This is an optimization exercise on Yosys and OpenROAD, whose aim is small area and a short achievable clock period, not a production implementation. No functional check of the RTL was part of this run.

$ cat run.sh
#!/bin/bash
# synth_recipe.tcl (not shown) runs the flow's synth.tcl, then flattens the netlist and writes it again
# the make line also repeats each setting of config.mk as NAME=value (left out here)
make -C /OpenROAD-flow-scripts/flow DESIGN_CONFIG=/design/flow/config.mk WORK_HOME=/design/flow/orfs CLKGATE_MAP_FILE= SYNTH_SCRIPT=/design/flow/synth_recipe.tcl finish
$ cat config.mk
export PLATFORM = sky130hd
export DESIGN_NAME = r19c_top
export DESIGN_NICKNAME = r19c_top
export VERILOG_FILES = /design/flow/design.v
export SDC_FILE = /design/flow/constraint.sdc
export NUM_CORES = 4
export LEC_CHECK = 0
export CAP_MARGIN = 20
export CORE_MARGIN = 2
export CORE_UTILIZATION = 40
export SLEW_MARGIN = 20
$ cat constraint.sdc
create_clock -name core_clock -period 130.0 [get_ports {clk}]
set_input_delay 26.0000 -clock core_clock [delete_from_list [all_inputs] [get_ports {clk}]]
set_output_delay 26.0000 -clock core_clock [all_outputs]
set_load 0.01 [all_outputs]
$ cat design.v
module r19c_timebase (
    input  wire        clk,
    input  wire        rst,
    input  wire        tmr_en,      
    input  wire        ie_clr,      
    input  wire        ie_set,      
    input  wire        tset,        
    input  wire [63:0] tset_val,
    output wire [63:0] now_us,
    output wire [63:0] now_ms
);
    localparam [7:0] TMR_MAX = 8'd255;
    reg  [7:0]  tcnt;
    reg  [63:0] mono;
    reg         ovf_pend;
    reg         ie;
    wire        ie_next = ie_clr ? 1'b0 : (ie_set ? 1'b1 : ie);
    wire        wrap    = tmr_en && (tcnt == TMR_MAX);
    always @(posedge clk) begin
        if (rst) begin
            tcnt     <= 8'd0;
            mono     <= 64'd0;
            ovf_pend <= 1'b0;
            ie       <= 1'b1;
        end else begin
            ie <= ie_next;
            if (tset) begin
                mono     <= {tset_val[63:8], 8'd0};
                tcnt     <= tset_val[7:0];
                ovf_pend <= 1'b0;
            end else begin
                if (tmr_en)
                    tcnt <= tcnt + 8'd1;
                if (ie_next) begin
                    if (ovf_pend && wrap)
                        mono <= mono + 64'd512;
                    else if (ovf_pend || wrap)
                        mono <= mono + 64'd256;
                    ovf_pend <= 1'b0;
                end else begin
                    ovf_pend <= ovf_pend | wrap;
                end
            end
        end
    end
    wire [63:0] count = mono + {56'd0, tcnt};
    assign now_us = count << 2;
    assign now_ms = now_us / 64'd1000;
endmodule
module r19c_buttons (
    input  wire       clk,
    input  wire       rst,
    input  wire       sample,       
    input  wire [9:0] adc_raw,
    output wire       edge_mode,
    output wire       edge_inc,
    output wire       edge_dec
);
    reg l_mode, l_inc, l_dec;
    wire in_mode = (adc_raw >= 10'd340) && (adc_raw < 10'd450);
    wire in_inc  = (adc_raw >= 10'd210) && (adc_raw < 10'd280);
    wire in_dec  = (adc_raw >= 10'd130) && (adc_raw < 10'd200);
    assign edge_mode = in_mode && !l_mode;
    assign edge_inc  = in_inc  && !l_inc;
    assign edge_dec  = in_dec  && !l_dec;
    always @(posedge clk) begin
        if (rst) begin
            l_mode <= 1'b0;
            l_inc  <= 1'b0;
            l_dec  <= 1'b0;
        end else if (sample) begin
            l_mode <= in_mode;
            l_inc  <= in_inc;
            l_dec  <= in_dec;
        end
    end
endmodule
module r19c_clock (
    input  wire        clk,
    input  wire        rst,
    input  wire        secchk,      
    input  wire [63:0] now_ms,
    input  wire        do_mode,     
    input  wire        do_inc,      
    input  wire        do_dec,      
    output reg  [4:0]  hh,
    output reg  [5:0]  mm,
    output reg  [5:0]  ss,
    output reg  [1:0]  clkmode,
    output wire        sec_event
);
    localparam [1:0] NORMAL = 2'd0, SET_HOURS = 2'd1, SET_MINUTES = 2'd2;
    localparam [7:0] IDLE_THRESHOLD = 8'd5;
    localparam [63:0] SEC_PERIOD_MS = 64'd1000;
    reg [7:0]  idle;
    reg [63:0] sec_mark;
    wire [63:0] ms_elapsed = now_ms - sec_mark;
    assign sec_event = secchk && (ms_elapsed >= SEC_PERIOD_MS);
    wire [7:0] idle_inc = idle + 8'd1;
    always @(posedge clk) begin
        if (rst) begin
            hh       <= 5'd0;
            mm       <= 6'd0;
            ss       <= 6'd0;
            clkmode  <= NORMAL;
            idle     <= 8'd0;
            sec_mark <= 64'd0;
        end else if (sec_event) begin
            sec_mark <= sec_mark + SEC_PERIOD_MS;
            if (clkmode == NORMAL) begin
                if (ss == 6'd59) begin
                    ss <= 6'd0;
                    if (mm == 6'd59) begin
                        mm <= 6'd0;
                        hh <= (hh == 5'd23) ? 5'd0 : hh + 5'd1;
                    end else begin
                        mm <= mm + 6'd1;
                    end
                end else begin
                    ss <= ss + 6'd1;
                end
            end else if (idle_inc > IDLE_THRESHOLD) begin
                clkmode <= NORMAL;
                idle    <= 8'd0;
            end else begin
                idle <= idle_inc;
            end
        end else if (do_mode) begin
            case (clkmode)
                NORMAL:    clkmode <= SET_HOURS;
                SET_HOURS: clkmode <= SET_MINUTES;
                default:   clkmode <= NORMAL;
            endcase
            idle <= 8'd0;
        end else if (do_inc) begin
            if (clkmode == SET_HOURS) begin
                hh   <= (hh == 5'd23) ? 5'd0 : hh + 5'd1;
                idle <= 8'd0;
            end else if (clkmode == SET_MINUTES) begin
                mm   <= (mm == 6'd59) ? 6'd0 : mm + 6'd1;
                idle <= 8'd0;
            end
        end else if (do_dec) begin
            if (clkmode == SET_HOURS) begin
                hh   <= (hh == 5'd0) ? 5'd23 : hh - 5'd1;
                idle <= 8'd0;
            end else if (clkmode == SET_MINUTES) begin
                mm   <= (mm == 6'd0) ? 6'd59 : mm - 6'd1;
                idle <= 8'd0;
            end
        end
    end
endmodule
module r19c_ranging (
    input  wire        clk,
    input  wire        rst,
    input  wire        step,        
    input  wire        echo,
    input  wire [63:0] now_us,
    input  wire        arm,         
    output reg         trig,
    output reg         status,
    output reg  [31:0] distance,
    output reg         dist_valid,
    output reg  [1:0]  rres,
    output wire        idle_state,  
    output wire        sample,      
    output wire        done         
);
    localparam [2:0] R_IDLE = 3'd0, R_TRIG = 3'd1, R_WAITH = 3'd2,
                     R_WAITL = 3'd3, R_RECOV = 3'd4;
    localparam [1:0] RES_NONE = 2'd0, RES_OK = 2'd1, RES_NO_ECHO = 2'd2,
                     RES_ECHO_STUCK = 2'd3;
    localparam [63:0] TRIG_PULSE_US        = 64'd10;
    localparam [63:0] ECHO_HIGH_TIMEOUT_US = 64'd1000000;
    localparam [63:0] ECHO_LOW_TIMEOUT_US  = 64'd1000000;
    localparam [63:0] RECOVERY_US          = 64'd250000;
    reg [2:0]  rstate;
    reg [63:0] t_mark;
    reg [63:0] t_rise;
    wire [63:0] since_mark = now_us - t_mark;
    wire [63:0] width      = now_us - t_rise;
    wire [23:0] width10 = width[23:0] * 24'd10;
    wire [23:0] cm      = width10 / 24'd582;
    assign idle_state = (rstate == R_IDLE);
    assign sample = step && (rstate == R_WAITL) &&
                    (width < ECHO_LOW_TIMEOUT_US) && !echo;
    assign done   = step && (rstate == R_RECOV) && (since_mark >= RECOVERY_US);
    always @(posedge clk) begin
        if (rst) begin
            rstate     <= R_IDLE;
            t_mark     <= 64'd0;
            t_rise     <= 64'd0;
            trig       <= 1'b0;
            status     <= 1'b0;
            distance       <= 32'd0;
            dist_valid <= 1'b0;
            rres       <= RES_NONE;
        end else begin
            if (arm)
                status <= 1'b1;
            if (step) begin
                case (rstate)
                    R_IDLE: begin
                        status <= 1'b0;
                        trig   <= 1'b1;
                        t_mark <= now_us;
                        rstate <= R_TRIG;
                    end
                    R_TRIG: begin
                        if (since_mark >= TRIG_PULSE_US) begin
                            trig   <= 1'b0;
                            t_mark <= now_us;
                            rstate <= R_WAITH;
                        end
                    end
                    R_WAITH: begin
                        if (since_mark >= ECHO_HIGH_TIMEOUT_US) begin
                            rres   <= RES_NO_ECHO;
                            t_mark <= now_us;
                            rstate <= R_RECOV;
                        end else if (echo) begin
                            t_rise <= now_us;
                            rstate <= R_WAITL;
                        end
                    end
                    R_WAITL: begin
                        if (width >= ECHO_LOW_TIMEOUT_US) begin
                            rres   <= RES_ECHO_STUCK;
                            t_mark <= now_us;
                            rstate <= R_RECOV;
                        end else if (!echo) begin
                            distance       <= {8'd0, cm};
                            dist_valid <= 1'b1;
                            rres       <= RES_OK;
                            t_mark     <= now_us;
                            rstate     <= R_RECOV;
                        end
                    end
                    R_RECOV: begin
                        if (since_mark >= RECOVERY_US) begin
                            status <= 1'b1;
                            rstate <= R_IDLE;
                        end
                    end
                    default: rstate <= R_IDLE;
                endcase
            end
        end
    end
endmodule
module r19c_top (
    input  wire        clk,
    input  wire        rst,
    input  wire        tmr_en,
    input  wire        ie_clr,
    input  wire        ie_set,
    input  wire        tset,
    input  wire [63:0] tset_val,
    input  wire [9:0]  adc_raw,
    input  wire        rev,
    input  wire        echo,
    output wire        trig,
    output wire        status,
    output wire [4:0]  hours,
    output wire [5:0]  minutes,
    output wire [5:0]  seconds,
    output wire [1:0]  clkmode,
    output reg         mainmode,
    output wire [31:0] dist_cm,
    output wire        dist_valid,
    output wire [1:0]  rres,
    output wire [63:0] now_us,
    output wire [63:0] now_ms,
    output reg         hb_stb,
    output reg         sample_stb,
    output reg         view_stb
);
    localparam [1:0] P_ARB = 2'd0, P_SEC = 2'd1, P_BTN = 2'd2, P_RNG = 2'd3;
    reg [1:0] ph;
    wire edge_mode, edge_inc, edge_dec;
    wire sec_event;
    wire rg_idle, rg_sample, rg_done;
    wire at_arb = (ph == P_ARB);
    wire at_sec = (ph == P_SEC);
    wire at_btn = (ph == P_BTN);
    wire at_rng = (ph == P_RNG);
    r19c_timebase u_tb (
        .clk(clk), .rst(rst), .tmr_en(tmr_en), .ie_clr(ie_clr), .ie_set(ie_set),
        .tset(tset), .tset_val(tset_val), .now_us(now_us), .now_ms(now_ms)
    );
    r19c_buttons u_bt (
        .clk(clk), .rst(rst), .sample(at_btn), .adc_raw(adc_raw),
        .edge_mode(edge_mode), .edge_inc(edge_inc), .edge_dec(edge_dec)
    );
    r19c_clock u_ck (
        .clk(clk), .rst(rst), .secchk(at_sec), .now_ms(now_ms),
        .do_mode(at_btn && edge_mode), .do_inc(at_btn && edge_inc),
        .do_dec(at_btn && edge_dec),
        .hh(hours), .mm(minutes), .ss(seconds), .clkmode(clkmode),
        .sec_event(sec_event)
    );
    r19c_ranging u_rg (
        .clk(clk), .rst(rst), .step(at_rng), .echo(echo), .now_us(now_us),
        .arm(at_arb && rg_idle && rev),
        .trig(trig), .status(status), .distance(dist_cm), .dist_valid(dist_valid),
        .rres(rres), .idle_state(rg_idle), .sample(rg_sample), .done(rg_done)
    );
    always @(posedge clk) begin
        if (rst) begin
            ph         <= P_ARB;
            mainmode   <= 1'b0;
            hb_stb     <= 1'b0;
            sample_stb <= 1'b0;
            view_stb   <= 1'b0;
        end else begin
            hb_stb     <= sec_event;
            sample_stb <= rg_sample;
            view_stb   <= 1'b0;
            case (ph)
                P_ARB: begin
                    mainmode <= rev;
                    ph       <= P_SEC;
                end
                P_SEC: ph <= P_BTN;
                P_BTN: begin
                    if (mainmode) begin
                        ph <= P_RNG;
                    end else begin
                        ph       <= P_ARB;
                        view_stb <= 1'b1;
                    end
                end
                default: begin
                    if (rg_done) begin
                        ph       <= P_ARB;
                        view_stb <= 1'b1;
                    end
                end
            endcase
        end
    end
endmodule
==> run notes <==
CTS tree yes; Layout fillers 37310; XOR/XNOR Fraction of Synth Area 15.43%; outcome no timing/DRC/antenna violations; unique cell type count in the Yosys netlist 256; Overflow after GRT 0; Synth Area per Inst 7.841 um^2; Final period util 97.57%; ranking of synthesized cells by area xnor2_1 (8.2%), nor2_1 (4.6%), nand2_1 (4.2%); Area Overhead vs Synth 30.37%; htree depth 2; Total Routing Usage GR 35.14%; area occupied by multi-input gates 0.1310 mm^2; post-cts hold buffer count 0; Setup-failing EPs final 0; deepest clock path buffer count 3; Compound-Gate Fraction of Synth Area 28.12%; Worst Setup End Kind output pin; Initial Util 40.12%; clk sink count 308; Design Area, Final 0.1979 mm^2; initial antenna violation count 47; post-synthesis mux area share 2.421%; vias in the first global route 168900; fraction of layout cells with a size suffix above 1 41.63%; largest net degree at the start of global routing 92; die area 0.3845 mm^2; Die X 620.1 um; DRT Pass-1 Iters 6; cell area after synthesis 0.1518 mm^2; Clk Latency, worst-skew pair 0.68 ns; M2 GR Usage 55.88%; CP peak stage delay 0.88 ns; flops & latches, synth 308; met3 GRT Util 5.780%; Core ar. 0.3783 mm^2; Max Fclk 7.884 MHz; Post-Place Cells 29860; Initial DRC Count 18540; area fraction of the dominant cell type after synthesis 8.210%; RSZ-0062 raised after global routing no; Std-Cell Rows 226; Area after DPL 0.1959 mm^2; ANT nets after route 0; die height 620.1 um; Synth Area in Adders 2.047%; Setup TNS Final 0 ns; met1 usage 45.76%; slowest stage cell on the critical path o41ai_1; HP Class flip-flop to flip-flop; Worst EP arrival 100.84 ns; layout net count 25230; Ys Warns 5; Worst Skew 0.04271 ns; Final Non-Filler Cells 29980; Critical Path Source Type flip-flop; cell mode on critical path buf_4; required time worst endpoint 104.00 ns; top cells by count, synth nor2_1 (1865), nand2_1 (1681), xnor2_1 (1423); Seq/Total Area, Yosys 4.062%; I/O Pins 270; clock-pin slew on the worst setup and hold paths 0.06 ns; max-cap viol count 0; count leader, synth nor2_1; first-pass GRT wire length 1053000 um; Reg area 0.006197 mm^2; Via-to-Cell Ratio 6.012; GRT busiest layer met2; Rel. slew slack 7.213%; DR WL/cell 23.75 um; HPWL after DPL 595100 um; Main synth FF type dfxtp_1; CTS Buf Count 40; cell taking the most area after synthesis xnor2_1; Core Util, Final 52.31%; Root Driver clkbuf_16; max-slew violations 0; GP Congestion 1.070; Post-synth EDFFs 0; DRT Wirelength 712100 um; Async SR Flop Fraction 0%; Mapped Cells 19360; kind of critical path flip-flop to output pin; largest family of logic cells by synthesized area simple AND/OR/NAND/NOR gates; Fin. Hold Viols 0; Vias 180200; minimum clock period 126.84 ns; CP max FO 31; worst-margin pin slew 1.381 ns; Residual DRC 0; Post-Synth Simple-Gate Area 37.86%; PortBufs 238
-- routing by layer --
metal  vias to the layer above  share of wire (%)
li1                      84300                  -
met1                     86540                 42
met2                      7767                 43
met3                      1615                8.5
met4                        22                5.9
met5                         -              0.023
-- path summary, 6_finish.rpt --
kind	from	end	slack, ns	cells past startpoint
worst max-delay path	u_tb.tcnt[0]	now_ms[0]	3.16	318
worst min-delay path	u_rg.t_rise[27]	u_rg.t_rise[27]	0.45	2
worst max register to register	u_tb.tcnt[0]	u_ck.mm[0]	22.39	386
worst min register to register	u_rg.t_rise[27]	u_rg.t_rise[27]	0.45	2
-- sequential cells by signal (all words and copies together) (netlist names), 6 cells and up --
register,flops
u_rg.t_mark,62
u_rg.t_rise,62
u_ck.sec_mark,61
u_tb.mono,54
u_rg.distance,15
u_ck.idle,8
u_tb.tcnt,8
u_ck.mm,6
u_ck.ss,6
-- layout by cell type (no fill, tap or decap), drive strengths merged, types with 88 or more instances in the layout --
| cell | synthesis | layout |
|---|---|---|
| and3 | 323 | 323 |
| nor3b | 108 | 108 |
| nor2 | 2046 | 2047 |
| xor2 | 764 | 764 |
| o31a | 88 | 88 |
| buf | 689 | 6230 |
| mux2i | 241 | 241 |
| nor4 | 520 | 520 |
| nand4 | 514 | 514 |
| dfxtp | 308 | 308 |
| o21a | 165 | 165 |
| a311oi | 127 | 127 |
| nor3 | 868 | 868 |
| and4 | 175 | 175 |
| and2 | 383 | 383 |
| o31ai | 170 | 170 |
| clkdlybuf4s50 | 1 | 235 |
| xnor2 | 1630 | 1630 |
| ha | 233 | 233 |
| a21oi | 1119 | 1119 |
| or2 | 259 | 259 |
| nor4b | 129 | 129 |
| or3 | 364 | 364 |
| nand2 | 1785 | 1785 |
| o2111ai | 119 | 119 |
| inv | 606 | 611 |
| a211oi | 325 | 325 |
| o21ai | 744 | 744 |
| or2b | 120 | 120 |
| o22ai | 95 | 95 |
| nand4b | 98 | 98 |
| nand3b | 101 | 101 |
| nand3 | 893 | 893 |
| o211ai | 221 | 221 |
| a21o | 218 | 218 |
| a31oi | 271 | 271 |
| nand2b | 129 | 129 |
| a2111oi | 227 | 227 |
| or4 | 263 | 263 |
-- through the flow --
step                worst slack (ns)  hold slack, ns
global placement               2.735          0.4401
CTS                            1.387          0.4522
floorplan                      16.83          0.4292
detailed placement             2.381          0.4440
global route                 0.04432          0.4624
finish                         3.156          0.4507
-- cell families (layout without fill, tap and decap cells) --
| logic type | Yosys count | count (layout) |
|---|---|---|
| other | 1 | 47 |
| AND/OR/NAND/NOR | 9433 | 9434 |
| AO/OA/AOI/OAI | 5035 | 5036 |
| adder cells (fa/ha/maj) | 248 | 248 |
| XOR/XNOR | 2395 | 2395 |
| buffers and inverters | 1614 | 7169 |
| flip-flops | 308 | 308 |
| multiplexers | 328 | 328 |
-- critical path: cells and delay by family, from the launching register on --
| kind | cells | cell delay [ns] |
|---|---|---|
| AND/OR/NAND/NOR | 127 | 46.99 |
| AO/OA/AOI/OAI | 104 | 33.42 |
| buffers and inverters | 69 | 14.70 |
| XOR/XNOR | 15 | 3.02 |
| multiplexers | 2 | 0.83 |
| adder cells (fa/ha/maj) | 1 | 0.43 |
| flip-flops | 1 | 0.39 |
-- repair_timing --
action | CTS | global route
resized for setup | 0 | 39
hold endpoints to repair | 0 | 0
endpoints found under the setup margin | 0 | 3
buffers inserted | 0 | 28
-- layout make-up --
class	count	share of cell area [%]
Antenna cell	19	0.02402
Clock buffer	51	0.5822
Clock inverter	23	0.1561
Inverter	630	1.423
Multi-Input combinational cell	17470	66.18
Sequential cell	308	3.131
Tap cell	5016	3.171
Timing Repair Buffer	6465	25.33

## re-timing with driven ports
Ports are ideal in the flow. The routed layout listed here was re-timed in OpenROAD.
Step 1 sets driving cells, clkbuf_16 on the clock port and buf_2 on the other inputs (assumed; they add their load-dependent delay and slew).
Step 2 moves the port delays by t, midway between the first and last clock arrival at a register: inputs arrive t later, outputs are due t later. That takes back most of the time a late clock gives input paths.
Three values: ideal, step 1, step 2; two values: the first two.
shift t [ns]: 0.739
setup slack, ns: 3.156 / 3.071 / 3.810
hold slack, ns: 0.451 / 0.451 / 0.451
worst slew at a driven data input, ns: 0.27
cell pins on the clock port's net: 1
After both steps this run still meets setup and hold. The setup slack of this run moves by -0.085 ns with the drivers and by +0.654 ns with both steps.
